Background: an optimization exercise with open tools, aiming at small area, a short achievable clock period and few clock cycles. Do not read the settings as production practice. Function was checked by simulation only, so behaviour that the tests miss may differ from the original. Power figures rest on the tool's default switching activity, not on a simulated workload.

--- flow/config.mk ---
export PLATFORM = sky130hd
export DESIGN_NAME = bbm_top
export DESIGN_NICKNAME = bbm_top
export VERILOG_FILES = /design/flow/design.v
export SDC_FILE = /design/flow/constraint.sdc
export NUM_CORES = 4
export LEC_CHECK = 0
export CAP_MARGIN = 20
export CORE_MARGIN = 2
export CORE_UTILIZATION = 50
export PLACE_DENSITY = 0.62
export SETUP_SLACK_MARGIN = 5
export SLEW_MARGIN = 20
export TNS_END_PERCENT = 10
--- flow/constraint.sdc ---
create_clock -name core_clock -period 10.0 [get_ports {clk}]
set_input_delay 2.0000 -clock core_clock [delete_from_list [all_inputs] [get_ports {clk}]]
set_output_delay 2.0000 -clock core_clock [all_outputs]
set_load 0.01 [all_outputs]
--- flow/design.v ---
module bbm_crc8 (
    input  wire [71:0] data,      
    input  wire [7:0]  init,
    output wire [7:0]  result
);
    function [7:0] crc9;
        input [71:0] d;
        input [7:0]  c_in;
        integer      i;
        reg [7:0]    c;
        begin
            c = c_in;
            for (i = 71; i >= 0; i = i - 1)
                c = (c[7] ^ d[i]) ? ((c << 1) ^ 8'h07) : (c << 1);
            crc9 = c;
        end
    endfunction
    assign result = crc9(data, init);
endmodule
module bbm_insert (
    input  wire        clk,
    input  wire        run,       
    input  wire [79:0] msg,       
    input  wire [3:0]  b,
    input  wire [6:0]  ofs,
    input  wire        pol,
    input  wire [7:0]  init,
    output wire        last,      
    output wire [7:0]  r,         
    output wire        changed    
);
    reg [6:0] pos;
    reg [7:0] crc;
    reg       chg;
    wire [71:0] s;
    genvar p;
    generate
        for (p = 0; p < 72; p = p + 1) begin : sb
            assign s[p] = msg[8*(p/8) + 7 - (p%8)];
        end
    endgenerate
    wire       bit_p = s[pos];
    wire [7:0] rel  = {1'b0, pos} - {1'b0, ofs};
    wire       inw   = !rel[7] && (rel[6:0] < {3'd0, b});
    wire       sbit  = inw ? pol : bit_p;
    wire [7:0] crc_n = (crc[7] ^ sbit) ? ({crc[6:0], 1'b0} ^ 8'h07) : {crc[6:0], 1'b0};
    assign last    = (pos == 7'd71);
    assign r       = crc_n;
    assign changed = chg | (inw && (bit_p != pol));
    always @(posedge clk) begin
        if (!run || last) begin
            pos <= 7'd0;
            crc <= init;
            chg <= 1'b0;
        end else begin
            pos <= pos + 7'd1;
            crc <= crc_n;
            chg <= changed;
        end
    end
endmodule
module bbm_maskgen (
    input  wire [79:0] msg,       
    input  wire [6:0]  m,         
    output wire [11:0] n0,        
    output wire [11:0] n1,        
    output wire [11:0] nn         
);
    wire [71:0] s;
    genvar p, q;
    generate
        for (p = 0; p < 72; p = p + 1) begin : sb
            assign s[p] = msg[8*(p/8) + 7 - (p%8)];
        end
    endgenerate
    wire [70:0] x = s[70:0] ^ s[71:1];
    wire [71:0] c0, c1, same, mixed;
    generate
        for (q = 0; q < 72; q = q + 1) begin : win
            wire [6:0] t;
            for (p = 0; p < 7; p = p + 1) begin : tr
                if (q + p < 71) begin : in_
                    assign t[p] = x[q+p];
                end else begin : out_
                    assign t[p] = 1'b0;
                end
            end
            assign mixed[q] = |(t & m);
            assign c0[q]    = mixed[q] | s[q];
            assign c1[q]    = mixed[q] | ~s[q];
            assign same[q]  = ~mixed[q];
        end
    endgenerate
    bbm_csa72 u_p0 (.x(c0), .y(n0));
    bbm_csa72 u_p1 (.x(c1), .y(n1));
    bbm_csa72 u_pn (.x(same), .y(nn));
endmodule
module bbm_csa72 (
    input  wire [71:0] x,
    output wire [11:0] y
);
    wire ws1;
    wire wc2;
    wire ws3;
    wire wc4;
    wire ws5;
    wire wc6;
    wire ws7;
    wire wc8;
    wire ws9;
    wire wc10;
    wire ws11;
    wire wc12;
    wire ws13;
    wire wc14;
    wire ws15;
    wire wc16;
    wire ws17;
    wire wc18;
    wire ws19;
    wire wc20;
    wire ws21;
    wire wc22;
    wire ws23;
    wire wc24;
    wire ws25;
    wire wc26;
    wire ws27;
    wire wc28;
    wire ws29;
    wire wc30;
    wire ws31;
    wire wc32;
    wire ws33;
    wire wc34;
    wire ws35;
    wire wc36;
    wire ws37;
    wire wc38;
    wire ws39;
    wire wc40;
    wire ws41;
    wire wc42;
    wire ws43;
    wire wc44;
    wire ws45;
    wire wc46;
    wire ws47;
    wire wc48;
    wire ws49;
    wire wc50;
    wire ws51;
    wire wc52;
    wire ws53;
    wire wc54;
    wire ws55;
    wire wc56;
    wire ws57;
    wire wc58;
    wire ws59;
    wire wc60;
    wire ws61;
    wire wc62;
    wire ws63;
    wire wc64;
    wire ws65;
    wire wc66;
    wire ws67;
    wire wc68;
    wire ws69;
    wire wc70;
    wire ws71;
    wire wc72;
    wire ws73;
    wire wc74;
    wire ws75;
    wire wc76;
    wire ws77;
    wire wc78;
    wire ws79;
    wire wc80;
    wire ws81;
    wire wc82;
    wire ws83;
    wire wc84;
    wire ws85;
    wire wc86;
    wire ws87;
    wire wc88;
    wire ws89;
    wire wc90;
    wire ws91;
    wire wc92;
    wire ws93;
    wire wc94;
    wire ws95;
    wire wc96;
    wire ws97;
    wire wc98;
    wire ws99;
    wire wc100;
    wire ws101;
    wire wc102;
    wire ws103;
    wire wc104;
    wire ws105;
    wire wc106;
    wire ws107;
    wire wc108;
    wire ws109;
    wire wc110;
    wire ws111;
    wire wc112;
    wire ws113;
    wire wc114;
    wire ws115;
    wire wc116;
    wire ws117;
    wire wc118;
    wire ws119;
    wire wc120;
    wire ws121;
    wire wc122;
    wire ws123;
    wire wc124;
    wire ws125;
    wire wc126;
    assign ws1 = x[0] ^ x[1] ^ x[2];
    assign wc2 = (x[0] & x[1]) | (x[0] & x[2]) | (x[1] & x[2]);
    assign ws3 = x[3] ^ x[4] ^ x[5];
    assign wc4 = (x[3] & x[4]) | (x[3] & x[5]) | (x[4] & x[5]);
    assign ws5 = x[6] ^ x[7] ^ x[8];
    assign wc6 = (x[6] & x[7]) | (x[6] & x[8]) | (x[7] & x[8]);
    assign ws7 = x[9] ^ x[10] ^ x[11];
    assign wc8 = (x[9] & x[10]) | (x[9] & x[11]) | (x[10] & x[11]);
    assign ws9 = x[12] ^ x[13] ^ x[14];
    assign wc10 = (x[12] & x[13]) | (x[12] & x[14]) | (x[13] & x[14]);
    assign ws11 = x[15] ^ x[16] ^ x[17];
    assign wc12 = (x[15] & x[16]) | (x[15] & x[17]) | (x[16] & x[17]);
    assign ws13 = x[18] ^ x[19] ^ x[20];
    assign wc14 = (x[18] & x[19]) | (x[18] & x[20]) | (x[19] & x[20]);
    assign ws15 = x[21] ^ x[22] ^ x[23];
    assign wc16 = (x[21] & x[22]) | (x[21] & x[23]) | (x[22] & x[23]);
    assign ws17 = x[24] ^ x[25] ^ x[26];
    assign wc18 = (x[24] & x[25]) | (x[24] & x[26]) | (x[25] & x[26]);
    assign ws19 = x[27] ^ x[28] ^ x[29];
    assign wc20 = (x[27] & x[28]) | (x[27] & x[29]) | (x[28] & x[29]);
    assign ws21 = x[30] ^ x[31] ^ x[32];
    assign wc22 = (x[30] & x[31]) | (x[30] & x[32]) | (x[31] & x[32]);
    assign ws23 = x[33] ^ x[34] ^ x[35];
    assign wc24 = (x[33] & x[34]) | (x[33] & x[35]) | (x[34] & x[35]);
    assign ws25 = x[36] ^ x[37] ^ x[38];
    assign wc26 = (x[36] & x[37]) | (x[36] & x[38]) | (x[37] & x[38]);
    assign ws27 = x[39] ^ x[40] ^ x[41];
    assign wc28 = (x[39] & x[40]) | (x[39] & x[41]) | (x[40] & x[41]);
    assign ws29 = x[42] ^ x[43] ^ x[44];
    assign wc30 = (x[42] & x[43]) | (x[42] & x[44]) | (x[43] & x[44]);
    assign ws31 = x[45] ^ x[46] ^ x[47];
    assign wc32 = (x[45] & x[46]) | (x[45] & x[47]) | (x[46] & x[47]);
    assign ws33 = x[48] ^ x[49] ^ x[50];
    assign wc34 = (x[48] & x[49]) | (x[48] & x[50]) | (x[49] & x[50]);
    assign ws35 = x[51] ^ x[52] ^ x[53];
    assign wc36 = (x[51] & x[52]) | (x[51] & x[53]) | (x[52] & x[53]);
    assign ws37 = x[54] ^ x[55] ^ x[56];
    assign wc38 = (x[54] & x[55]) | (x[54] & x[56]) | (x[55] & x[56]);
    assign ws39 = x[57] ^ x[58] ^ x[59];
    assign wc40 = (x[57] & x[58]) | (x[57] & x[59]) | (x[58] & x[59]);
    assign ws41 = x[60] ^ x[61] ^ x[62];
    assign wc42 = (x[60] & x[61]) | (x[60] & x[62]) | (x[61] & x[62]);
    assign ws43 = x[63] ^ x[64] ^ x[65];
    assign wc44 = (x[63] & x[64]) | (x[63] & x[65]) | (x[64] & x[65]);
    assign ws45 = x[66] ^ x[67] ^ x[68];
    assign wc46 = (x[66] & x[67]) | (x[66] & x[68]) | (x[67] & x[68]);
    assign ws47 = x[69] ^ x[70] ^ x[71];
    assign wc48 = (x[69] & x[70]) | (x[69] & x[71]) | (x[70] & x[71]);
    assign ws49 = ws1 ^ ws3 ^ ws5;
    assign wc50 = (ws1 & ws3) | (ws1 & ws5) | (ws3 & ws5);
    assign ws51 = ws7 ^ ws9 ^ ws11;
    assign wc52 = (ws7 & ws9) | (ws7 & ws11) | (ws9 & ws11);
    assign ws53 = ws13 ^ ws15 ^ ws17;
    assign wc54 = (ws13 & ws15) | (ws13 & ws17) | (ws15 & ws17);
    assign ws55 = ws19 ^ ws21 ^ ws23;
    assign wc56 = (ws19 & ws21) | (ws19 & ws23) | (ws21 & ws23);
    assign ws57 = ws25 ^ ws27 ^ ws29;
    assign wc58 = (ws25 & ws27) | (ws25 & ws29) | (ws27 & ws29);
    assign ws59 = ws31 ^ ws33 ^ ws35;
    assign wc60 = (ws31 & ws33) | (ws31 & ws35) | (ws33 & ws35);
    assign ws61 = ws37 ^ ws39 ^ ws41;
    assign wc62 = (ws37 & ws39) | (ws37 & ws41) | (ws39 & ws41);
    assign ws63 = ws43 ^ ws45 ^ ws47;
    assign wc64 = (ws43 & ws45) | (ws43 & ws47) | (ws45 & ws47);
    assign ws65 = wc2 ^ wc4 ^ wc6;
    assign wc66 = (wc2 & wc4) | (wc2 & wc6) | (wc4 & wc6);
    assign ws67 = wc8 ^ wc10 ^ wc12;
    assign wc68 = (wc8 & wc10) | (wc8 & wc12) | (wc10 & wc12);
    assign ws69 = wc14 ^ wc16 ^ wc18;
    assign wc70 = (wc14 & wc16) | (wc14 & wc18) | (wc16 & wc18);
    assign ws71 = wc20 ^ wc22 ^ wc24;
    assign wc72 = (wc20 & wc22) | (wc20 & wc24) | (wc22 & wc24);
    assign ws73 = wc26 ^ wc28 ^ wc30;
    assign wc74 = (wc26 & wc28) | (wc26 & wc30) | (wc28 & wc30);
    assign ws75 = wc32 ^ wc34 ^ wc36;
    assign wc76 = (wc32 & wc34) | (wc32 & wc36) | (wc34 & wc36);
    assign ws77 = wc38 ^ wc40 ^ wc42;
    assign wc78 = (wc38 & wc40) | (wc38 & wc42) | (wc40 & wc42);
    assign ws79 = wc44 ^ wc46 ^ wc48;
    assign wc80 = (wc44 & wc46) | (wc44 & wc48) | (wc46 & wc48);
    assign ws81 = ws49 ^ ws51 ^ ws53;
    assign wc82 = (ws49 & ws51) | (ws49 & ws53) | (ws51 & ws53);
    assign ws83 = ws55 ^ ws57 ^ ws59;
    assign wc84 = (ws55 & ws57) | (ws55 & ws59) | (ws57 & ws59);
    assign ws85 = ws61 ^ ws63;
    assign wc86 = ws61 & ws63;
    assign ws87 = wc50 ^ wc52 ^ wc54;
    assign wc88 = (wc50 & wc52) | (wc50 & wc54) | (wc52 & wc54);
    assign ws89 = wc56 ^ wc58 ^ wc60;
    assign wc90 = (wc56 & wc58) | (wc56 & wc60) | (wc58 & wc60);
    assign ws91 = wc62 ^ wc64 ^ ws65;
    assign wc92 = (wc62 & wc64) | (wc62 & ws65) | (wc64 & ws65);
    assign ws93 = ws67 ^ ws69 ^ ws71;
    assign wc94 = (ws67 & ws69) | (ws67 & ws71) | (ws69 & ws71);
    assign ws95 = ws73 ^ ws75 ^ ws77;
    assign wc96 = (ws73 & ws75) | (ws73 & ws77) | (ws75 & ws77);
    assign ws97 = wc66 ^ wc68 ^ wc70;
    assign wc98 = (wc66 & wc68) | (wc66 & wc70) | (wc68 & wc70);
    assign ws99 = wc72 ^ wc74 ^ wc76;
    assign wc100 = (wc72 & wc74) | (wc72 & wc76) | (wc74 & wc76);
    assign ws101 = wc78 ^ wc80;
    assign wc102 = wc78 & wc80;
    assign ws103 = ws81 ^ ws83 ^ ws85;
    assign wc104 = (ws81 & ws83) | (ws81 & ws85) | (ws83 & ws85);
    assign ws105 = wc82 ^ wc84 ^ wc86;
    assign wc106 = (wc82 & wc84) | (wc82 & wc86) | (wc84 & wc86);
    assign ws107 = ws87 ^ ws89 ^ ws91;
    assign wc108 = (ws87 & ws89) | (ws87 & ws91) | (ws89 & ws91);
    assign ws109 = ws93 ^ ws95 ^ ws79;
    assign wc110 = (ws93 & ws95) | (ws93 & ws79) | (ws95 & ws79);
    assign ws111 = wc88 ^ wc90 ^ wc92;
    assign wc112 = (wc88 & wc90) | (wc88 & wc92) | (wc90 & wc92);
    assign ws113 = wc94 ^ wc96 ^ ws97;
    assign wc114 = (wc94 & wc96) | (wc94 & ws97) | (wc96 & ws97);
    assign ws115 = ws99 ^ ws101;
    assign wc116 = ws99 & ws101;
    assign ws117 = wc98 ^ wc100 ^ wc102;
    assign wc118 = (wc98 & wc100) | (wc98 & wc102) | (wc100 & wc102);
    assign ws119 = wc104 ^ ws105 ^ ws107;
    assign wc120 = (wc104 & ws105) | (wc104 & ws107) | (ws105 & ws107);
    assign ws121 = wc106 ^ wc108 ^ wc110;
    assign wc122 = (wc106 & wc108) | (wc106 & wc110) | (wc108 & wc110);
    assign ws123 = ws111 ^ ws113 ^ ws115;
    assign wc124 = (ws111 & ws113) | (ws111 & ws115) | (ws113 & ws115);
    assign ws125 = wc112 ^ wc114 ^ wc116;
    assign wc126 = (wc112 & wc114) | (wc112 & wc116) | (wc114 & wc116);
    assign y[0] = ws103;
    assign y[1] = ws119;
    assign y[2] = ws109;
    assign y[3] = wc120;
    assign y[4] = ws121;
    assign y[5] = ws123;
    assign y[6] = wc122;
    assign y[7] = wc124;
    assign y[8] = ws125;
    assign y[9] = ws117;
    assign y[10] = wc126;
    assign y[11] = wc118;
endmodule
module bbm_commit (
    input  wire [11:0] p0, p3, p4,
    input  wire        k16,
    input  wire        i0, i3, i4,
    input  wire [7:0]  lo0, lo3, lo4,
    output wire [8:0]  s0, s3, s4
);
    wire s0_s1;
    wire s0_c2;
    wire s0_s3;
    wire s0_c4;
    wire s0_s5;
    wire s0_c6;
    wire s0_s7;
    wire s0_c8;
    wire s0_s9;
    wire s0_c10;
    wire s0_s11;
    wire s0_c12;
    wire s0_s13;
    wire s0_c14;
    wire s0_s15;
    wire s0_c16;
    wire s0_s17;
    wire s0_c18;
    wire s0_s19;
    wire s0_c20;
    wire s0_s21;
    wire s0_c22;
    assign s0_s1 = p0[0] ^ i0 ^ lo0[0];
    assign s0_c2 = (p0[0] & i0) | (p0[0] & lo0[0]) | (i0 & lo0[0]);
    assign s0_s3 = p0[1] ^ p0[2] ^ lo0[1];
    assign s0_c4 = (p0[1] & p0[2]) | (p0[1] & lo0[1]) | (p0[2] & lo0[1]);
    assign s0_s5 = p0[3] ^ p0[4] ^ p0[5];
    assign s0_c6 = (p0[3] & p0[4]) | (p0[3] & p0[5]) | (p0[4] & p0[5]);
    assign s0_s7 = p0[6] ^ p0[7] ^ p0[8];
    assign s0_c8 = (p0[6] & p0[7]) | (p0[6] & p0[8]) | (p0[7] & p0[8]);
    assign s0_s9 = p0[9] ^ lo0[3];
    assign s0_c10 = p0[9] & lo0[3];
    assign s0_s11 = p0[10] ^ p0[11] ^ k16;
    assign s0_c12 = (p0[10] & p0[11]) | (p0[10] & k16) | (p0[11] & k16);
    assign s0_s13 = s0_c4 ^ s0_s5 ^ lo0[2];
    assign s0_c14 = (s0_c4 & s0_s5) | (s0_c4 & lo0[2]) | (s0_s5 & lo0[2]);
    assign s0_s15 = s0_c6 ^ s0_s7 ^ s0_s9;
    assign s0_c16 = (s0_c6 & s0_s7) | (s0_c6 & s0_s9) | (s0_s7 & s0_s9);
    assign s0_s17 = s0_c8 ^ s0_c10 ^ s0_s11;
    assign s0_c18 = (s0_c8 & s0_c10) | (s0_c8 & s0_s11) | (s0_c10 & s0_s11);
    assign s0_s19 = s0_c16 ^ s0_s17 ^ lo0[4];
    assign s0_c20 = (s0_c16 & s0_s17) | (s0_c16 & lo0[4]) | (s0_s17 & lo0[4]);
    assign s0_s21 = s0_c18 ^ s0_c12 ^ lo0[5];
    assign s0_c22 = (s0_c18 & s0_c12) | (s0_c18 & lo0[5]) | (s0_c12 & lo0[5]);
    wire [9:0] s0_a = {1'b0, 1'b0, lo0[7], s0_c22, s0_c20, s0_s19, s0_c14, s0_s13, s0_c2, s0_s1};
    wire [9:0] s0_b = {1'b0, 1'b0, 1'b0, lo0[6], s0_s21, 1'b0, s0_s15, 1'b0, s0_s3, 1'b0};
    wire [9:0] s0_s = s0_a + s0_b;
    assign s0 = s0_s[8:0];
    wire s3_s1;
    wire s3_c2;
    wire s3_s3;
    wire s3_c4;
    wire s3_s5;
    wire s3_c6;
    wire s3_s7;
    wire s3_c8;
    wire s3_s9;
    wire s3_c10;
    wire s3_s11;
    wire s3_c12;
    wire s3_s13;
    wire s3_c14;
    wire s3_s15;
    wire s3_c16;
    wire s3_s17;
    wire s3_c18;
    wire s3_s19;
    wire s3_c20;
    assign s3_s1 = p3[0] ^ i3 ^ lo3[0];
    assign s3_c2 = (p3[0] & i3) | (p3[0] & lo3[0]) | (i3 & lo3[0]);
    assign s3_s3 = p3[1] ^ p3[2] ^ lo3[1];
    assign s3_c4 = (p3[1] & p3[2]) | (p3[1] & lo3[1]) | (p3[2] & lo3[1]);
    assign s3_s5 = p3[3] ^ p3[4] ^ p3[5];
    assign s3_c6 = (p3[3] & p3[4]) | (p3[3] & p3[5]) | (p3[4] & p3[5]);
    assign s3_s7 = p3[6] ^ p3[7] ^ p3[8];
    assign s3_c8 = (p3[6] & p3[7]) | (p3[6] & p3[8]) | (p3[7] & p3[8]);
    assign s3_s9 = p3[9] ^ lo3[3];
    assign s3_c10 = p3[9] & lo3[3];
    assign s3_s11 = p3[10] ^ p3[11] ^ lo3[4];
    assign s3_c12 = (p3[10] & p3[11]) | (p3[10] & lo3[4]) | (p3[11] & lo3[4]);
    assign s3_s13 = s3_c4 ^ s3_s5 ^ lo3[2];
    assign s3_c14 = (s3_c4 & s3_s5) | (s3_c4 & lo3[2]) | (s3_s5 & lo3[2]);
    assign s3_s15 = s3_c6 ^ s3_s7 ^ s3_s9;
    assign s3_c16 = (s3_c6 & s3_s7) | (s3_c6 & s3_s9) | (s3_s7 & s3_s9);
    assign s3_s17 = s3_c8 ^ s3_c10 ^ s3_s11;
    assign s3_c18 = (s3_c8 & s3_c10) | (s3_c8 & s3_s11) | (s3_c10 & s3_s11);
    assign s3_s19 = s3_c18 ^ s3_c12 ^ lo3[5];
    assign s3_c20 = (s3_c18 & s3_c12) | (s3_c18 & lo3[5]) | (s3_c12 & lo3[5]);
    wire [9:0] s3_a = {1'b0, 1'b0, lo3[7], s3_c20, s3_s19, s3_c16, s3_c14, s3_s13, s3_c2, s3_s1};
    wire [9:0] s3_b = {1'b0, 1'b0, 1'b0, lo3[6], 1'b0, s3_s17, s3_s15, 1'b0, s3_s3, 1'b0};
    wire [9:0] s3_s = s3_a + s3_b;
    assign s3 = s3_s[8:0];
    wire s4_s1;
    wire s4_c2;
    wire s4_s3;
    wire s4_c4;
    wire s4_s5;
    wire s4_c6;
    wire s4_s7;
    wire s4_c8;
    wire s4_s9;
    wire s4_c10;
    wire s4_s11;
    wire s4_c12;
    wire s4_s13;
    wire s4_c14;
    wire s4_s15;
    wire s4_c16;
    wire s4_s17;
    wire s4_c18;
    wire s4_s19;
    wire s4_c20;
    assign s4_s1 = p4[0] ^ i4 ^ lo4[0];
    assign s4_c2 = (p4[0] & i4) | (p4[0] & lo4[0]) | (i4 & lo4[0]);
    assign s4_s3 = p4[1] ^ p4[2] ^ lo4[1];
    assign s4_c4 = (p4[1] & p4[2]) | (p4[1] & lo4[1]) | (p4[2] & lo4[1]);
    assign s4_s5 = p4[3] ^ p4[4] ^ p4[5];
    assign s4_c6 = (p4[3] & p4[4]) | (p4[3] & p4[5]) | (p4[4] & p4[5]);
    assign s4_s7 = p4[6] ^ p4[7] ^ p4[8];
    assign s4_c8 = (p4[6] & p4[7]) | (p4[6] & p4[8]) | (p4[7] & p4[8]);
    assign s4_s9 = p4[9] ^ lo4[3];
    assign s4_c10 = p4[9] & lo4[3];
    assign s4_s11 = p4[10] ^ p4[11] ^ lo4[4];
    assign s4_c12 = (p4[10] & p4[11]) | (p4[10] & lo4[4]) | (p4[11] & lo4[4]);
    assign s4_s13 = s4_c4 ^ s4_s5 ^ lo4[2];
    assign s4_c14 = (s4_c4 & s4_s5) | (s4_c4 & lo4[2]) | (s4_s5 & lo4[2]);
    assign s4_s15 = s4_c6 ^ s4_s7 ^ s4_s9;
    assign s4_c16 = (s4_c6 & s4_s7) | (s4_c6 & s4_s9) | (s4_s7 & s4_s9);
    assign s4_s17 = s4_c8 ^ s4_c10 ^ s4_s11;
    assign s4_c18 = (s4_c8 & s4_c10) | (s4_c8 & s4_s11) | (s4_c10 & s4_s11);
    assign s4_s19 = s4_c18 ^ s4_c12 ^ lo4[5];
    assign s4_c20 = (s4_c18 & s4_c12) | (s4_c18 & lo4[5]) | (s4_c12 & lo4[5]);
    wire [9:0] s4_a = {1'b0, 1'b0, lo4[7], s4_c20, s4_s19, s4_c16, s4_c14, s4_s13, s4_c2, s4_s1};
    wire [9:0] s4_b = {1'b0, 1'b0, 1'b0, lo4[6], 1'b0, s4_s17, s4_s15, 1'b0, s4_s3, 1'b0};
    wire [9:0] s4_s = s4_a + s4_b;
    assign s4 = s4_s[8:0];
endmodule
module bbm_scoreboard (
    input  wire         clk,
    input  wire         rst_n,
    input  wire [7:0]   bsel,
    input  wire         upd,
    input  wire [8:0]   s0,
    input  wire         d1,
    input  wire         d2,
    input  wire [8:0]   s3,
    input  wire [8:0]   s4,
    output wire [7:0]   lo0,
    output wire [7:0]   lo3,
    output wire [7:0]   lo4,
    output wire         wrap,        
    input  wire         clr,
    input  wire         clr_all,
    input  wire [2:0]   clr_bank,
    input  wire         wr,
    input  wire [2:0]   wr_bank,
    input  wire [2:0]   wr_sel,
    input  wire [31:0]  wr_data,
    input  wire [4:0]   rd_sel,
    output wire [31:0]  rd_data
);
    wire [1279:0] acc;            
    reg [31:0] cur [0:4];
    integer i, j;
    always @(*) begin
        for (j = 0; j < 5; j = j + 1) begin
            cur[j] = 32'd0;
            for (i = 0; i < 8; i = i + 1)
                cur[j] = cur[j] | ({32{bsel[i]}} & acc[32*(5*i+j) +: 32]);
        end
    end
    assign rd_data = ({32{rd_sel[0]}} & cur[0]) | ({32{rd_sel[1]}} & cur[1]) |
                     ({32{rd_sel[2]}} & cur[2]) | ({32{rd_sel[3]}} & cur[3]) |
                     ({32{rd_sel[4]}} & cur[4]);
    assign lo0 = cur[0][7:0];
    assign lo3 = cur[3][7:0];
    assign lo4 = cur[4][7:0];
    wire [24:0] hi0, hi3, hi4;
    wire [32:0] sum1, sum2;
    bbm_inc #(24) u_i0 (.x(cur[0][31:8]), .c(s0[8]), .y(hi0));
    bbm_inc #(24) u_i3 (.x(cur[3][31:8]), .c(s3[8]), .y(hi3));
    bbm_inc #(24) u_i4 (.x(cur[4][31:8]), .c(s4[8]), .y(hi4));
    bbm_inc #(32) u_i1 (.x(cur[1]), .c(d1), .y(sum1));
    bbm_inc #(32) u_i2 (.x(cur[2]), .c(d2), .y(sum2));
    wire [32:0] sum0 = {hi0, s0[7:0]};
    wire [32:0] sum3 = {hi3, s3[7:0]};
    wire [32:0] sum4 = {hi4, s4[7:0]};
    assign wrap = upd && (sum0[32] | sum1[32] | sum2[32] | sum3[32] | sum4[32]);
    wire zero = !rst_n || clr;
    wire [31:0] nv [0:4];
    assign nv[0] = zero ? 32'd0 : upd ? sum0[31:0] : wr_data;
    assign nv[1] = zero ? 32'd0 : upd ? sum1[31:0] : wr_data;
    assign nv[2] = zero ? 32'd0 : upd ? sum2[31:0] : wr_data;
    assign nv[3] = zero ? 32'd0 : upd ? sum3[31:0] : wr_data;
    assign nv[4] = zero ? 32'd0 : upd ? sum4[31:0] : wr_data;
    genvar g;
    generate
        for (g = 0; g < 40; g = g + 1) begin : ctr
            wire we = !rst_n
                   || (clr && (clr_all || clr_bank == g / 5))
                   || (upd && bsel[g / 5])
                   || (wr && wr_bank == g / 5 && wr_sel == g % 5);
            reg [31:0] r;
            always @(posedge clk)
                if (we)
                    r <= nv[g % 5];
            assign acc[32*g +: 32] = r;
        end
    endgenerate
endmodule
module bbm_inc #(
    parameter W = 32
) (
    input  wire [W-1:0] x,
    input  wire         c,
    output wire [W:0]   y
);
    genvar i;
    generate
        for (i = 0; i <= W; i = i + 1) begin : b
            if (i == 0) begin : lsb
                assign y[0] = x[0] ^ c;
            end else if (i == W) begin : co
                assign y[W] = c & (&x);
            end else begin : mid
                assign y[i] = x[i] ^ (c & (&x[i-1:0]));
            end
        end
    endgenerate
endmodule
module bbm_top (
    input  wire        clk,
    input  wire        rst_n,
    input  wire        bus_valid,
    input  wire        bus_we,
    input  wire [8:0]  bus_addr,
    input  wire [31:0] bus_wdata,
    output reg  [31:0] bus_rdata,
    output reg         bus_err,
    output wire        irq
);
    localparam [3:0] E_ILLEGAL_OP = 4'd1, E_BAD_BLEN = 4'd2, E_BAD_OFS = 4'd3,
                     E_RSVD_FIELD = 4'd4, E_BUSY_CMD = 4'd5, E_BUSY_WRITE = 4'd6;
    localparam [2:0] S_IDLE = 3'd0, S_SEAL = 3'd1, S_EV1 = 3'd2,
                     S_COMMIT = 3'd3, S_SLOW = 3'd4;
    localparam [1:0] C_NOEFF = 2'd1, C_MISSED = 2'd2, C_DETECTED = 2'd3;
    reg [2:0]  state;
    reg [1:0]  ctrl;           
    reg        st_done, st_err, st_ovf;
    reg [3:0]  st_errcode;
    reg [7:0]  init_q;
    reg [79:0] msg;            
    reg [6:0]  seq_ofs;        
    reg        seq_pol;
    reg [3:0]  seq_bank;
    reg        seq_one;        
    reg [11:0] cnt0;           
    reg [11:0] cnt1;           
    reg [11:0] cntn;           
    reg        cnt16;          
    reg [6:0]  seq_m;          
    reg [7:0]  eng_bsel;       
    reg [7:0]  lo0_q, lo3_q, lo4_q;  
    reg [4:0]  pend;           
    reg [1:0]  last_cls0, last_cls1;
    reg [7:0]  last_rcrc0, last_rcrc1;
    wire busy = (state != S_IDLE);
    assign irq = (st_done & ctrl[0]) | ((st_err | st_ovf) & ctrl[1]);
    wire [31:0] w      = bus_wdata;
    wire [3:0]  w_op   = w[3:0];
    wire [3:0]  w_bl   = w[7:4];
    wire [6:0]  w_of   = w[14:8];
    wire        w_all  = w[15];
    wire        bl_ok  = (w_bl >= 4'd1) && (w_bl <= 4'd8);
    reg [3:0] cmd_code;
    always @(*) begin
        cmd_code = 4'd0;
        if (busy)
            cmd_code = E_BUSY_CMD;
        else if (w[31:16] != 16'd0)
            cmd_code = E_RSVD_FIELD;
        else begin
            case (w_op)
                4'h0, 4'h2:
                    if (w[15:4] != 12'd0) cmd_code = E_RSVD_FIELD;
                4'h1:
                    if (w_of != 7'd0) cmd_code = E_RSVD_FIELD;
                    else if (w_all) begin
                        if (w_bl != 4'd0) cmd_code = E_RSVD_FIELD;
                    end else if (!bl_ok) cmd_code = E_BAD_BLEN;
                4'h3:
                    if (w[15:8] != 8'd0) cmd_code = E_RSVD_FIELD;
                    else if (!bl_ok) cmd_code = E_BAD_BLEN;
                4'h4:
                    if (w_all) cmd_code = E_RSVD_FIELD;
                    else if (!bl_ok) cmd_code = E_BAD_BLEN;
                    else if (w_of > 7'd79) cmd_code = E_BAD_OFS;
                default:
                    cmd_code = E_ILLEGAL_OP;
            endcase
        end
    end
    wire       aligned  = (bus_addr[1:0] == 2'b00);
    wire       host_wr  = bus_valid && bus_we && aligned;
    wire [6:0] word     = bus_addr[8:2];
    wire       a_ctrl   = (word == 7'h01);
    wire       a_status = (word == 7'h02);
    wire       a_cmd    = (word == 7'h03);
    wire       a_init   = (word == 7'h04);
    wire       a_msg    = (word >= 7'h08) && (word <= 7'h11);
    wire [3:0] msg_idx  = word[3:0] - 4'd8;
    wire       a_acc    = (bus_addr[8:7] == 2'b01) || (bus_addr[8:7] == 2'b10);
    wire [2:0] acc_bank = {~bus_addr[7], bus_addr[6:5]};    
    wire [2:0] acc_sel  = bus_addr[4:2];
    wire cmd_wr  = host_wr && a_cmd;
    wire cmd_acc = cmd_wr && (cmd_code == 4'd0);
    wire clr_ok  = cmd_wr && !busy && (w[31:16] == 16'd0) && (w_op == 4'h1) &&
                   (w_of == 7'd0) && (w_all ? (w_bl == 4'd0) : bl_ok);
    wire [71:0] msg_buf;
    genvar gi;
    generate
        for (gi = 0; gi < 9; gi = gi + 1) begin : mbuf
            assign msg_buf[71-8*gi -: 8] = msg[8*gi +: 8];
        end
    endgenerate
    wire [7:0] crc_result;
    bbm_crc8 u_crc (
        .data   (msg_buf),
        .init   (init_q),
        .result (crc_result)
    );
    reg  [7:0] crc_q;
    wire crc_match = (crc_q == msg[79:72]);
    wire       ins_last;
    wire [7:0] ins_r;
    wire       changed;
    bbm_insert u_ins (
        .clk     (clk),
        .run     (state == S_SLOW),
        .msg     (msg),
        .b       (seq_bank),
        .ofs     (seq_ofs),
        .pol     (seq_pol),
        .init    (init_q),
        .last    (ins_last),
        .r       (ins_r),
        .changed (changed)
    );
    wire ins_match = (ins_r == msg[79:72]);
    wire [11:0] n0, n1, nn;
    bbm_maskgen u_win (
        .msg (msg),
        .m   (seq_m),
        .n0  (n0),
        .n1  (n1),
        .nn  (nn)
    );
    wire [1:0] sub_cls = !changed ? C_NOEFF : ins_match ? C_MISSED : C_DETECTED;
    wire [7:0] sub_r   = changed ? ins_r : 8'h00;
    wire [4:0] sub_sel = !changed ? 5'b00001 :
                         ins_match ? (seq_pol ? 5'b00100 : 5'b00010) :
                                     (seq_pol ? 5'b10000 : 5'b01000);
    wire       sub_last = seq_pol && (seq_one || seq_ofs == 7'd79);
    wire        upd = (state == S_COMMIT) || (state == S_SLOW);
    wire [7:0]  lo0, lo3, lo4;
    wire [8:0]  s0, s3, s4;
    bbm_commit u_cm (
        .p0   (cntn),
        .p3   (cnt0),
        .p4   (cnt1),
        .k16  (cnt16),
        .i0   (pend[0]),
        .i3   (pend[3]),
        .i4   (pend[4]),
        .lo0  (lo0_q),
        .lo3  (lo3_q),
        .lo4  (lo4_q),
        .s0   (s0),
        .s3   (s3),
        .s4   (s4)
    );
    wire        sb_wrap;
    wire [31:0] acc_rdata;
    bbm_scoreboard u_sb (
        .clk      (clk),
        .rst_n    (rst_n),
        .bsel     (busy ? eng_bsel : (8'b1 << acc_bank)),
        .wr_bank  (acc_bank),
        .upd      (upd),
        .s0       (s0),
        .d1       (pend[1]),
        .d2       (pend[2]),
        .s3       (s3),
        .s4       (s4),
        .lo0      (lo0),
        .lo3      (lo3),
        .lo4      (lo4),
        .wrap     (sb_wrap),
        .clr      (clr_ok),
        .clr_all  (w_all),
        .clr_bank (w_bl[2:0] - 3'd1),
        .wr       (host_wr && a_acc && !busy),
        .wr_sel   (acc_sel),
        .wr_data  (bus_wdata),
        .rd_sel   ({5{a_acc}} & (5'b00001 << acc_sel)),
        .rd_data  (acc_rdata)
    );
    wire [15:0] cur_mask = ~(16'hFFFF >> seq_bank) >> seq_ofs[2:0];
    wire [6:0]  last_lofs = (seq_ofs == 7'd0) ? 7'd0 : seq_ofs - 7'd1;
    reg [31:0] rdval;
    always @(*) begin
        rdval = 32'd0;
        if (a_acc)
            rdval = 32'd0;
        else if (a_msg)
            rdval = {24'd0, msg[8*msg_idx +: 8]};
        else begin
            case (word)
                7'h00: rdval = 32'h42424D01;
                7'h01: rdval = {30'd0, ctrl};
                7'h02: rdval = {24'd0, st_errcode, st_ovf, st_err, st_done, busy};
                7'h04: rdval = {24'd0, init_q};
                7'h05: rdval = {seq_bank, seq_ofs[6:3], cur_mask, 1'b0, seq_ofs};
                7'h06: rdval = {1'b0, last_lofs, last_rcrc1, last_rcrc0, 4'd0,
                                last_cls1, last_cls0};
                default: rdval = 32'd0;
            endcase
        end
    end
    wire ev_fast = (state == S_EV1) && !seq_one && crc_match;
    always @(posedge clk) begin
        bus_err   <= bus_valid && !aligned;
        bus_rdata <= (bus_valid && !bus_we && aligned) ? (rdval | acc_rdata) : 32'd0;
        cnt0      <= {12{ev_fast}} & n0;
        cnt1      <= {12{ev_fast}} & n1;
        cntn      <= {12{ev_fast}} & nn;
        cnt16     <= ev_fast;
        crc_q     <= crc_result;
        lo0_q     <= lo0;
        lo3_q     <= lo3;
        lo4_q     <= lo4;
        if (cmd_acc && (w_op == 4'h3 || w_op == 4'h4)) begin
            eng_bsel <= 8'b1 << (w_bl[2:0] - 3'd1);
            seq_m    <= {w_bl > 4'd7, w_bl > 4'd6, w_bl > 4'd5, w_bl > 4'd4,
                         w_bl > 4'd3, w_bl > 4'd2, w_bl > 4'd1};
        end
        if (!rst_n) begin
            state      <= S_IDLE;
            ctrl       <= 2'd0;
            st_done    <= 1'b0;
            st_err     <= 1'b0;
            st_ovf     <= 1'b0;
            st_errcode <= 4'd0;
            init_q     <= 8'd0;
            msg        <= 80'd0;
            seq_ofs    <= 7'd0;
            seq_pol    <= 1'b0;
            seq_bank   <= 4'd0;
            seq_one    <= 1'b0;
            pend       <= 5'd0;
            last_cls0  <= 2'd0;
            last_cls1  <= 2'd0;
            last_rcrc0 <= 8'd0;
            last_rcrc1 <= 8'd0;
        end else begin
            if (host_wr) begin
                if (a_ctrl)
                    ctrl <= bus_wdata[1:0];
                else if (a_status) begin
                    if (bus_wdata[1]) st_done <= 1'b0;
                    if (bus_wdata[2]) begin
                        st_err     <= 1'b0;
                        st_errcode <= 4'd0;
                    end
                    if (bus_wdata[3]) st_ovf <= 1'b0;
                end else if (a_cmd) begin
                    if (cmd_code != 4'd0) begin
                        if (!st_err) begin
                            st_err     <= 1'b1;
                            st_errcode <= cmd_code;
                        end
                    end else begin
                        case (w_op)
                            4'h0, 4'h1: st_done <= 1'b1;     
                            4'h2: begin                      
                                st_done <= 1'b0;
                                state   <= S_SEAL;
                            end
                            default: begin                   
                                st_done    <= 1'b0;
                                state      <= S_EV1;
                                seq_bank   <= w_bl;
                                seq_pol    <= 1'b0;
                                seq_one    <= (w_op == 4'h4);
                                seq_ofs    <= (w_op == 4'h3) ? 7'd0 : w_of;
                                last_cls0  <= C_NOEFF;
                                last_cls1  <= C_NOEFF;
                                last_rcrc0 <= 8'd0;
                                last_rcrc1 <= 8'd0;
                            end
                        endcase
                    end
                end else if (a_init || a_msg || (a_acc && acc_sel < 3'd5)) begin
                    if (busy) begin
                        if (!st_err) begin
                            st_err     <= 1'b1;
                            st_errcode <= E_BUSY_WRITE;
                        end
                    end else if (a_init)
                        init_q <= bus_wdata[7:0];
                    else begin : msg_wr
                        integer i;
                        for (i = 0; i < 10; i = i + 1)
                            if (word == 7'h08 + i)
                                msg[8*i +: 8] <= bus_wdata[7:0];
                    end
                end
            end
            case (state)
                S_SEAL: begin
                    msg[79:72] <= crc_q;
                    state      <= S_IDLE;
                    st_done    <= 1'b1;
                end
                S_EV1: begin
                    pend <= 5'd0;
                    if (!seq_one && crc_match) begin
                        seq_ofs <= 7'd80;
                        state   <= S_COMMIT;
                    end else begin
                        state <= S_SLOW;
                    end
                end
                S_SLOW: if (!ins_last)
                    pend <= 5'd0;
                else begin
                    pend <= sub_sel;
                    if (seq_pol) begin
                        last_cls1  <= sub_cls;
                        last_rcrc1 <= sub_r;
                        seq_pol    <= 1'b0;
                        seq_ofs    <= seq_ofs + 7'd1;
                    end else begin
                        last_cls0  <= sub_cls;
                        last_rcrc0 <= sub_r;
                        seq_pol    <= 1'b1;
                    end
                    if (sub_last)
                        state <= S_COMMIT;
                end
                S_COMMIT: begin
                    state   <= S_IDLE;
                    st_done <= 1'b1;
                end
                default: ;
            endcase
            if (sb_wrap)
                st_ovf <= 1'b1;
        end
    end
endmodule
--- flow/flow/run.sh ---
#!/bin/bash
# The standard layout (standard.sh, all steps), with one change: the
# buffers it puts on the input and output ports are buf_4 cells. By default
# ORFS picks the smallest buffer by area, a delay cell that adds 0.5 ns to
# every path from an input or to an output.
set -euo pipefail
export BUFFER_PORTS_ARGS="-buffer_cell sky130_fd_sc_hd__buf_4"
bash standard.sh > standard.log 2>&1
--- flow/standard.sh ---
#!/bin/bash
# synth_recipe.tcl (not shown) runs the flow's synth.tcl, then flattens the netlist and writes it again
# the make line also repeats each setting of config.mk as NAME=value (left out here)
make -C /OpenROAD-flow-scripts/flow DESIGN_CONFIG=/design/flow/config.mk WORK_HOME=/design/flow/orfs CLKGATE_MAP_FILE= SYNTH_SCRIPT=/design/flow/synth_recipe.tcl "${@:-finish}"
==> flow_summary.toml, run 1 <==
[run_status]
outcome = "complete, no violations"

[routing]
drtAntennaViolNets = 0
first_pass_iters = 12
route.vias.total = 54381
drt_iter0_drc = 8482
vias_per_cell = 6.87
post_drt_wl_per_cell_um = 34.5
drc_errors = 0
wl_um = 273000

[place]
place_area_um2 = 77300
pre_cts_slack_ns = 2.84
dp_hpwl_um = 172000
numPortBuffers = 78
gp_congestion = 1.00

[clock_tree]
cts_root_buffer = "clkbuf_16"
cts.sinks = 1550
cts_tree = "done"
clk_pin_slew_ns = 0.06
insertion_delay_ns = 0.83
cts_max_path_buffers = 3
numCtsBuffers = 163
ctsHtreeMaxLevel = 4

[sta]
slew_headroom = 0.143
clock_skew_ns = 0.0764
setup_slack_ns = 4.48
finalHoldViolCount = 0
slew_violations = 0
grt_setup_unrepaired = "yes"
fin_tns_setup_ns = 0
fmax_mhz = 181
hold-worst-slack_ns = 0.480
min_period_ns = 5.52
setup_viol = 0
tightest_slew_ns = 1.28
finalCritPeriodShare = 0.552

[finish]
syn_to_final_growth_pct = 14.0
fillers = 11879
seqCellArea_um2 = 44000
nets = 6148
final_cell_area_um2 = 84500
multiInputGateArea_um2 = 28700
final_layout_size_suffix_gt1_frac = 0.139

[global_route]
grt_usage = 0.351
grt_first_pass_wirelength_um = 380000
first_global_vias = 51337
antenna_found_initial = 13
overflow = 0
grt_max_degree = 108

[synth]
synth-async-reset-ratio = 0
synth.area.top_cells = "edfxtp_1 (52%), a22oi_1 (7.3%), dfxtp_1 (6.9%)"
synth_edf_count = 1295
yosysTopAreaCell = "edfxtp_1"
syn_inst = 5814
netlist_top_cells_count = "edfxtp_1 (1295), a22oi_1 (719), nand2_1 (348), a21oi_1 (307), clkbuf_1 (301)"
syn_avg_cell_area_um2 = 12.7
synth_area_um2 = 74100
synthesis.nets = 6117
synth_seq_cells = 1550
yosys_warnings = 6
seq_area_frac_synth = 0.594
yosys_most_used_dff = "edfxtp_1"
synth_cell_type_count = 88
post-synth-top-count-cell = "edfxtp_1"
synth_top_cell_area_share = 0.525

[critical_path]
crit_type = "in2reg"
worstSetupEndpointType = "register"
worstPathMaxFanout = 19
startpoint_type = "input port"
reg2regPathDepth = 14
r2r_setup_slack_ns = 5.07
critPathArrivalTime_ns = 6.17
cp.required_ns = 10.65

[floorplanning]
die_x_um = 389
initial_core_util = 0.502
die_area_um2 = 151000
die_h_um = 389
core_area_um2 = 147000
rows = 141
pin_count = 79

[pwr]
leakagePower_nw = 30.1
total_power_mw = 14.7
peakVddDrop_mv = 0.146
p_per_area_nw_per_um2 = 174

[worst_hold_path]
hp-class = "reg2reg"
holdPathStages = 2

[run]
drv_cap = 0
-- per-stage QoR --
stage | util | cells
6_report | 0.573 | 7911
5_1_grt | 0.573 | 7904
4_1_cts | 0.567 | 7864
3_5_place_dp | 0.524 | 7517
3_3_place_gp | 0.524 | 7513
2_1_floorplan | - | 5814
-- state kept, by name, summed over array words and instances (netlist names), 12 cells and up --
signal	cells
u_sb.ctr.r	1280
bus_rdata	32
msg	80
cntn	12
cnt0	12
cnt1	12
-- kinds of logic (layout without fill, tap and decap cells) --
| group | after synthesis | count (layout) | share of synthesized area |
|---|---|---|---|
| xor gates and xnor gates | 341 | 341 | 0.0475 |
| muxes | 97 | 99 | 0.0192 |
| AOI/OAI and AO/OA | 1585 | 1585 | 0.152 |
| buffers and inverters | 696 | 853 | 0.0363 |
| adders and majority gates | 260 | 260 | 0.0649 |
| other | 0 | 7 | 0 |
| DFF | 1550 | 1550 | 0.594 |
| and+or+nand+nor | 1285 | 1286 | 0.0866 |
-- where the power goes --
group / switching (mW) / internal (mW)
Combinational: 0.885 / 0.302
Sequential: 0.0996 / 7.39
Clock: 2.65 / 3.37
Total: 3.63 / 11.1
-- placed cells by master (no fill, tap or decap), types with 30 or more instances in the layout --
| cell | n |
|---|---|
| dfxtp_1 | 232 |
| a22o_1 | 46 |
| edfxtp_1 | 1295 |
| nand2b_1 | 37 |
| clkbuf_1 | 33 |
| o21ai_0 | 95 |
| ha_1 | 50 |
| nand4_1 | 162 |
| fa_1 | 206 |
| clkinv_1 | 34 |
| o21ai_4 | 40 |
| or2_2 | 41 |
| xnor2_1 | 170 |
| nor2_1 | 243 |
| nor3_1 | 30 |
| xor2_1 | 124 |
| and2_1 | 40 |
| inv_1 | 254 |
| nand2_1 | 344 |
| a22oi_1 | 719 |
| mux4_2 | 36 |
| a221oi_1 | 74 |
| mux2i_1 | 57 |
| clkbuf_16 | 171 |
| a222oi_1 | 77 |
| nand3_1 | 159 |
| a31oi_1 | 41 |
| a21oi_1 | 277 |
| buf_4 | 231 |
| and3_1 | 77 |
-- area by class of cell --
class | instances | area share
Clock inverter | 92 | 0.0119
Clock buffer | 202 | 0.0509
Antenna cell | 7 | 0.000207
Sequential cell | 1550 | 0.521
Tap cell | 1930 | 0.0286
Timing Repair Buffer | 296 | 0.0353
Inverter | 263 | 0.0121
Multi-Input combinational cell | 3571 | 0.340
-- worst max-delay path, stage by stage --
cell and delay (ns):
buf_4 0.32, nor2b_1 0.53, nor2b_1 0.63, nand2_1 0.69, o21ai_0 1.17, a2111oi_0 0.18
nor2_1 0.60
-- layer usage --
metal | vias up | GRT usage | share of wire
met2 | 3940 | 0.542 | 0.45
met4 | 12 | 0.236 | 0.078
met3 | 807 | 0.0820 | 0.11
met5 | - | 0 | 0.00026
li1 | 22393 | - | -
met1 | 27229 | 0.444 | 0.36
-- worst paths after layout --
check / from / to
setup / recovery: bus_addr[4] / bus_rdata[9]
hold / removal: last_cls0[0] / last_cls0[0]
setup reg to reg: cntn[10] / u_sb.ctr[20].r[18]
hold reg to reg: last_cls0[0] / last_cls0[0]
-- repair_timing --
item / in CTS / in global routing
endpoints found under the setup margin: 1869 / 680
resized for setup: 98 / 84
setup buffers: 44 / 33
gates cloned: 9 / 6
pin swaps: 23 / 19
hold buffers: 0 / 0
Testbench counts, summed over its fixed seeds: cycles 4,064.
==> run 2, diff against run 1 <==
==> flow/run.sh (new file) <==
#!/bin/bash
# synth_recipe.tcl (not shown) runs the flow's synth.tcl, then flattens the netlist and writes it again
# the make line also repeats each setting of config.mk as NAME=value (left out here)
make -C /OpenROAD-flow-scripts/flow DESIGN_CONFIG=/design/flow/config.mk WORK_HOME=/design/flow/orfs CLKGATE_MAP_FILE= SYNTH_SCRIPT=/design/flow/synth_recipe.tcl finish
removed: flow/flow/run.sh
removed: flow/standard.sh
==> flow_summary.toml, run 2 <==
[finish]
final_common_cell = "edfxtp_1"
top_regs = "u_sb.ctr.r (1280), msg (80), bus_rdata (32)"
fin_cells = 7972
final_layout_size_suffix_gt1_frac = 0.139
top_register = "u_sb.ctr.r"
largest_reg_flops = 1280
layout_common_cells = "edfxtp_1 (1295), a22oi_1 (719), nand2_1 (341), a21oi_1 (264), inv_1 (255)"
final_cell_area_um2 = 85700
syn_to_final_growth_pct = 15.7
nets = 6197

[place]
numPortBuffers = 78
place_area_um2 = 77700
post-place-cells = 7537
gp_congestion = 1.00
dp_hpwl_um = 173000

[clock_tree]
insertion_delay_ns = 0.83
ctsHoldBuffers = 0
ctsHtreeMaxLevel = 4
cts_tree = "done"
clk_pin_slew_ns = 0.06
cts.sinks = 1550
numCtsBuffers = 163
cts_max_path_buffers = 3
cts_root_buffer = "clkbuf_16"

[sta]
setup_viol = 0
finalHoldViolCount = 0
slew_headroom = 0.252
finalCritPeriodShare = 0.520
fin_tns_setup_ns = 0
hold-worst-slack_ns = 0.492
tightest_slew_ns = 1.12
fmax_mhz = 192
slew_violations = 0
grt_setup_unrepaired = "yes"
clock_skew_ns = 0.0363
min_period_ns = 5.20

[pwr]
peakVddDrop_mv = 0.196
leakagePower_nw = 30.6
p_sw_frac = 0.242
total_power_mw = 15.0
p_per_area_nw_per_um2 = 175
seqPwrFrac = 0.501
p_sw_mw = 3.62
clkPwrFrac = 0.415
power_frac_comb = 0.084
p_int_mw = 11.3

[run_status]
outcome = "complete, no violations"

[critical_path]
path_cells = "clkdlybuf4s50_1 -> nor2_1 -> nand2_2 -> nor2_4 -> nand4_1 -> nor4_4 -> buf_4 -> buf_4 -> nand2b_4 -> buf_12 -> a21oi_1"
crit_type = "in2reg"
startpoint_type = "input port"
cpPeakStageDelay_ns = 0.59
worstSetupEndpointType = "register"
cp_common_cell = "buf_4"
cp.required_ns = 10.44
critPathArrivalTime_ns = 5.64
cp_top_family = "simple AND/OR/NAND/NOR gates"
crit_slowest_cell = "clkdlybuf4s50_1"
crit_buf_inv = 4
worstPathMaxFanout = 57

[global_route]
antenna_found_initial = 18
grt_first_pass_wirelength_um = 389000
grt_max_degree = 76
grt_usage = 0.361
overflow = 0
first_global_vias = 51973

[synth]
synth_cell_type_count = 88
syn_inst = 5814
seq_area_frac_synth = 0.594
yosysTopAreaCell = "edfxtp_1"
yosys_warnings = 6
syn_avg_cell_area_um2 = 12.7
yosys_most_used_dff = "edfxtp_1"
post-synth-top-count-cell = "edfxtp_1"
netlist_top_cells_count = "edfxtp_1 (1295), a22oi_1 (719), nand2_1 (348), a21oi_1 (307), clkbuf_1 (301)"
synth_seq_cells = 1550
synthesis.nets = 6117
synth_edf_count = 1295
synth-async-reset-ratio = 0
synth.area.top_cells = "edfxtp_1 (52%), a22oi_1 (7.3%), dfxtp_1 (6.9%)"
synth_area_um2 = 74100
synth_top_cell_area_share = 0.525

[floorplanning]
core_area_um2 = 147000
die_area_um2 = 151000
die_h_um = 389
rows = 141
pin_count = 79
die_x_um = 389
initial_core_util = 0.502

[routing]
first_pass_iters = 14
drtAntennaViolNets = 0
post_drt_wl_per_cell_um = 34.9
route.vias.total = 54741
wl_um = 278000
drt_iter0_drc = 8413
vias_per_cell = 6.87
drc_errors = 0

[run]
drv_cap = 0

[worst_hold_path]
hp-class = "reg2reg"
[run 2: power groups by stage]
stage                     clock [mW]  sequential (mW)  combinational [mW]
after global routing            6.51             7.52                1.28
after floorplan                    0             7.60               0.618
after CTS                       6.24             7.49                1.20
after detailed placement           0             7.63                1.11
after global placement             0             7.62                1.10
final                           6.21             7.49                1.25
[run 2: path summary, 6_finish.rpt]
path / startpoint / to / slack, ns / cells past startpoint
hold / removal: last_cls1[0] / last_cls1[0] / 0.49 / 2
setup reg to reg: seq_m[2] / cnt0[1] / 4.95 / 16
setup / recovery: bus_addr[8] / u_sb.ctr[18].r[23] / 4.80 / 11
hold reg to reg: last_cls1[0] / last_cls1[0] / 0.49 / 2
[run 2: layout make-up]
cell class / count / area, um2
Timing Repair Buffer: 344 / 3910
Inverter: 263 / 1020
Fill cell: 11694 / 61800
Clock inverter: 88 / 1030
Multi-Input combinational cell: 3572 / 28800
Antenna cell: 8 / 20.0
Sequential cell: 1550 / 44000
Tap cell: 1930 / 2410
Clock buffer: 217 / 4500
[run 2: layer usage]
metal  part of all wire  vias up  GRT usage
met1               0.35    27342      0.453
met3               0.12      874     0.0878
met4              0.082       16      0.245
li1                   -    22529          -
met5            0.00043        -          0
met2               0.45     3980      0.556
[run 2: worst min-delay path, delay by kind of cell, from the launching register on]
| family | cells | cell delay, ns |
|---|---|---|
| AOI/OAI and AO/OA | 1 | 0.06 |
| DFF | 1 | 0.32 |
| buffers and inverters | 1 | 0.06 |
[run 2: timing repair]
action / 4_1_cts / 5_1_grt
pin swaps: 47 / 11
resized for setup: 154 / 92
endpoints found under the setup margin: 2706 / 2579
cloned: 24 / 2
setup buffers: 81 / 15
[run 2: per-stage QoR]
| step | setup slack (ns) | util |
|---|---|---|
| floorplan | 4.74 | - |
| global placement | 2.42 | 0.527 |
| detailed placement | 2.29 | 0.527 |
| CTS | 4.74 | 0.577 |
| global route | 4.75 | 0.581 |
| finish | 4.80 | 0.581 |
[run 2: cells by family (layout without fill, tap and decap cells)]
kind of cell             after synthesis  in the layout  synth area share
AO/OA/AOI/OAI                       1585           1585             0.152
flip-flops                          1550           1550             0.594
AND/OR/NAND/NOR                     1285           1287            0.0866
buffers and inverters                696            912            0.0363
XOR/XNOR                             341            341            0.0475
adder cells (fa/ha/maj)              260            260            0.0649
multiplexers                          97             99            0.0192
other                                  0              8                 0
==> run 3, diff against run 2 <==
--- a/flow/config.mk
+++ b/flow/config.mk
@@ -8,6 +8,7 @@
 export CAP_MARGIN = 20
 export CORE_MARGIN = 2
-export CORE_UTILIZATION = 50
-export PLACE_DENSITY = 0.62
+export CORE_UTILIZATION = 55
+export CTS_BUF_LIST = sky130_fd_sc_hd__clkbuf_4 sky130_fd_sc_hd__clkbuf_8
+export PLACE_DENSITY = 0.66
 export SETUP_SLACK_MARGIN = 5
 export SLEW_MARGIN = 20
==> flow_summary.toml, run 3 <==
[run_status]
outcome = "complete, no violations"

[global_route]
gr-usage-met2 = 0.594
grtUsageMet3 = 0.0998
met1_usage = 0.483
antenna_found_initial = 15
first_global_vias = 52739
grt_max_degree = 106
grt_usage = 0.388
overflow = 0
grt_first_pass_wirelength_um = 379000
top_usage_layer = "met2"

[routing]
post_drt_wl_per_cell_um = 34.3
drt_iter0_drc = 9372
drc_errors = 0
wl_um = 272000
drtAntennaViolNets = 0
route.vias.total = 55328
vias_per_cell = 6.96
first_pass_iters = 16

[place]
gp_congestion = 1.04
post-place-cells = 7370
dp_hpwl_um = 166000
numPortBuffers = 78

[synth]
syn_inst = 5814
seq_area_frac_synth = 0.594
synth_seq_cells = 1550
synth_compound_area_frac = 0.152
synth.area.top_cells = "edfxtp_1 (52%), a22oi_1 (7.3%), dfxtp_1 (6.9%)"
syn_avg_cell_area_um2 = 12.7
synth.area.mux_share = 0.0192
synth_area_um2 = 74100
synth_top_cell_area_share = 0.525
synth_edf_count = 1295
synth_top_family_by_area = "compound AO/OA/AOI/OAI gates"
synthAdderAreaFrac = 0.0649
yosysTopAreaCell = "edfxtp_1"
synth_cell_type_count = 88
synth-xor-area-share = 0.0475
yosys_most_used_dff = "edfxtp_1"
synthesis.nets = 6117
synth-async-reset-ratio = 0
netlist_top_cells_count = "edfxtp_1 (1295), a22oi_1 (719), nand2_1 (348), a21oi_1 (307), clkbuf_1 (301)"
synth-simple-area-share = 0.0866
post-synth-top-count-cell = "edfxtp_1"
yosys_warnings = 6

[pwr]
clkPwrFrac = 0.385
p_sw_frac = 0.248
power_frac_comb = 0.085
p_sw_mw = 3.51
seqPwrFrac = 0.530
leakagePower_nw = 30.6
peakVddDrop_mv = 0.142
p_per_area_nw_per_um2 = 166
p_int_mw = 10.6

[finish]
final_layout_size_suffix_gt1_frac = 0.166
syn_to_final_growth_pct = 15.0
final_common_cell = "edfxtp_1"
largest_reg_flops = 1280
fin_cells = 7950
top_regs = "u_sb.ctr.r (1280), msg (80), bus_rdata (32)"
nets = 6284
layout_common_cells = "edfxtp_1 (1295), a22oi_1 (719), nand2_1 (343), a21oi_1 (261), clkbuf_8 (260)"
top_register = "u_sb.ctr.r"

[sta]
finalCritPeriodShare = 0.525
slew_headroom = 0.101
finalHoldViolCount = 0
min_period_ns = 5.25
setup_viol = 0
hold-worst-slack_ns = 0.458
clock_skew_ns = 0.0711
fmax_mhz = 191
grt_setup_unrepaired = "yes"
slew_violations = 0
fin_tns_setup_ns = 0
tightest_slew_ns = 1.33

[floorplanning]
die_area_um2 = 138000
rows = 134
pin_count = 79
initial_core_util = 0.555
core_area_um2 = 134000
die_x_um = 371
die_h_um = 371

[critical_path]
setup.worst_path.end = "u_sb.ctr[35].r[26]"
crit_type = "in2reg"
critPathArrivalTime_ns = 5.86
r2r_setup_slack_ns = 5.07
reg2regPathDepth = 14
worstPathMaxFanout = 32
worstSetupEndpointType = "register"
critPathLaunch = "bus_addr[8]"
rr_endpoint = "u_sb.ctr[36].r[11]"
cp.required_ns = 10.61
r2r_start = "state[1]"
startpoint_type = "input port"

[clock_tree]
cts_tree = "done"
cts_root_buffer = "clkbuf_8"
cts_max_path_buffers = 3
insertion_delay_ns = 1.02
numCtsBuffers = 239
clk_pin_slew_ns = 0.06
cts.sinks = 1550
ctsHtreeMaxLevel = 4

[worst_hold_path]
holdPathStages = 2
hp-class = "reg2reg"

[run]
drv_cap = 0
## run 3: changes by cell type in the layout (fill, tap and decap cells not counted), moves of 16 or more
cell	before	now
clkbuf_8	14	260
clkbuf_16	169	8
clkbuf_4	0	96
clkbuf_1	37	0
clkinv_1	20	36
## run 3: power groups by stage
stage	clock network, mW	logic [mW]	registers [mW]
6_report	5.44	1.20	7.50
5_1_grt	5.74	1.23	7.52
4_1_cts	5.46	1.15	7.50
3_5_place_dp	0	1.07	7.63
3_3_place_gp	0	1.06	7.62
2_1_floorplan	0	0.618	7.60
## run 3: metal layers
metal	share of wire	wire [um]	up-vias
li1	-	-	22747
met1	0.35	94300	27364
met2	0.45	122000	4303
met3	0.12	33000	906
met4	0.085	23200	8
met5	0.00021	57	-
## run 3: timing repair
item / CTS / global route
buffers inserted: 56 / 51
gates resized for setup: 134 / 153
pin swaps: 30 / 37
gates cloned: 22 / 9
endpoints found under the setup margin: 2597 / 2516
hold buffers: 0 / 0
## run 3: final cells by class
cell class | count | area [um2]
Fill cell | 10094 | 48400
Sequential cell | 1550 | 44000
Multi-Input combinational cell | 3573 | 28900
Clock buffer | 356 | 4300
Timing Repair Buffer | 354 | 4100
Tap cell | 1768 | 2210
Inverter | 263 | 1030
Clock inverter | 79 | 627
Antenna cell | 7 | 17.5
## run 3: logic make-up after synthesis
logic type      after synthesis
compound gates             1585
xor+xnor                    341
fa+ha+maj                   260
flops                      1550
mux                          97
simple gates               1285
buf+inv                     696
## run 3: worst min-delay path by stage
stage	start	end	slack, ns
3_5_place_dp	st_errcode[1]	st_errcode[1]	0.45
2_1_floorplan	st_errcode[1]	st_errcode[1]	0.43
6_report	st_errcode[1]	st_errcode[1]	0.46
5_1_grt	st_errcode[1]	st_errcode[1]	0.47
3_3_place_gp	st_errcode[2]	st_errcode[2]	0.45
4_1_cts	st_errcode[1]	st_errcode[1]	0.46
## run 3: critical path, stage by stage
cell	delay (ns)
clkdlybuf4s50_1	0.65
inv_1	0.08
ha_1	0.65
clkinv_2	0.42
nor3_1	0.53
nand3_1	0.61
o21ai_4	0.30
buf_4	0.54
## run 3: per-stage QoR
step	utilization	worst slack, ns	cell area (um2)	power (mW)
floorplan	-	4.74	75200	8.22
global placement	0.580	2.22	77500	8.67
detailed placement	0.580	2.50	77500	8.70
CTS	0.629	4.72	84100	14.1
global route	0.638	4.83	85200	14.5
finish	0.638	4.75	85200	14.1

port drivers added, routing unchanged:
How much do the figures lean on ideal ports? The routed layouts below were timed once more, with nothing changed but the port constraints.
Step 1: set_driving_cell puts a clkbuf_16 on clk and a buf_2 on each other input, an assumption about the parent block.
Step 2 adds t to the input delays and takes it off the output delays; t is the mean of the earliest and latest rising clock arrival at the registers after step 1. Input paths then give back, and output paths get back, about the clock's delay inside the block.
Three values: ideal ports, drivers, drivers and shift; two values: the first two.
| run | shift t [ns] | slack for setup (ns) | hold WS [ns] |
|---|---|---|---|
| run 1 | 0.879 | 4.476 / 4.515 / 3.636 | 0.480 / 0.480 / 0.480 |
| run 2 | 0.889 | 4.798 / 4.782 / 3.893 | 0.492 / 0.492 / 0.492 |
| run 3 | 1.059 | 4.754 / 4.741 / 3.682 | 0.458 / 0.458 / 0.458 |
After both steps every run listed still meets setup and hold. The setup slack of run 3, which loses most, moves by -0.013 ns with the drivers and by -1.072 ns with both steps.
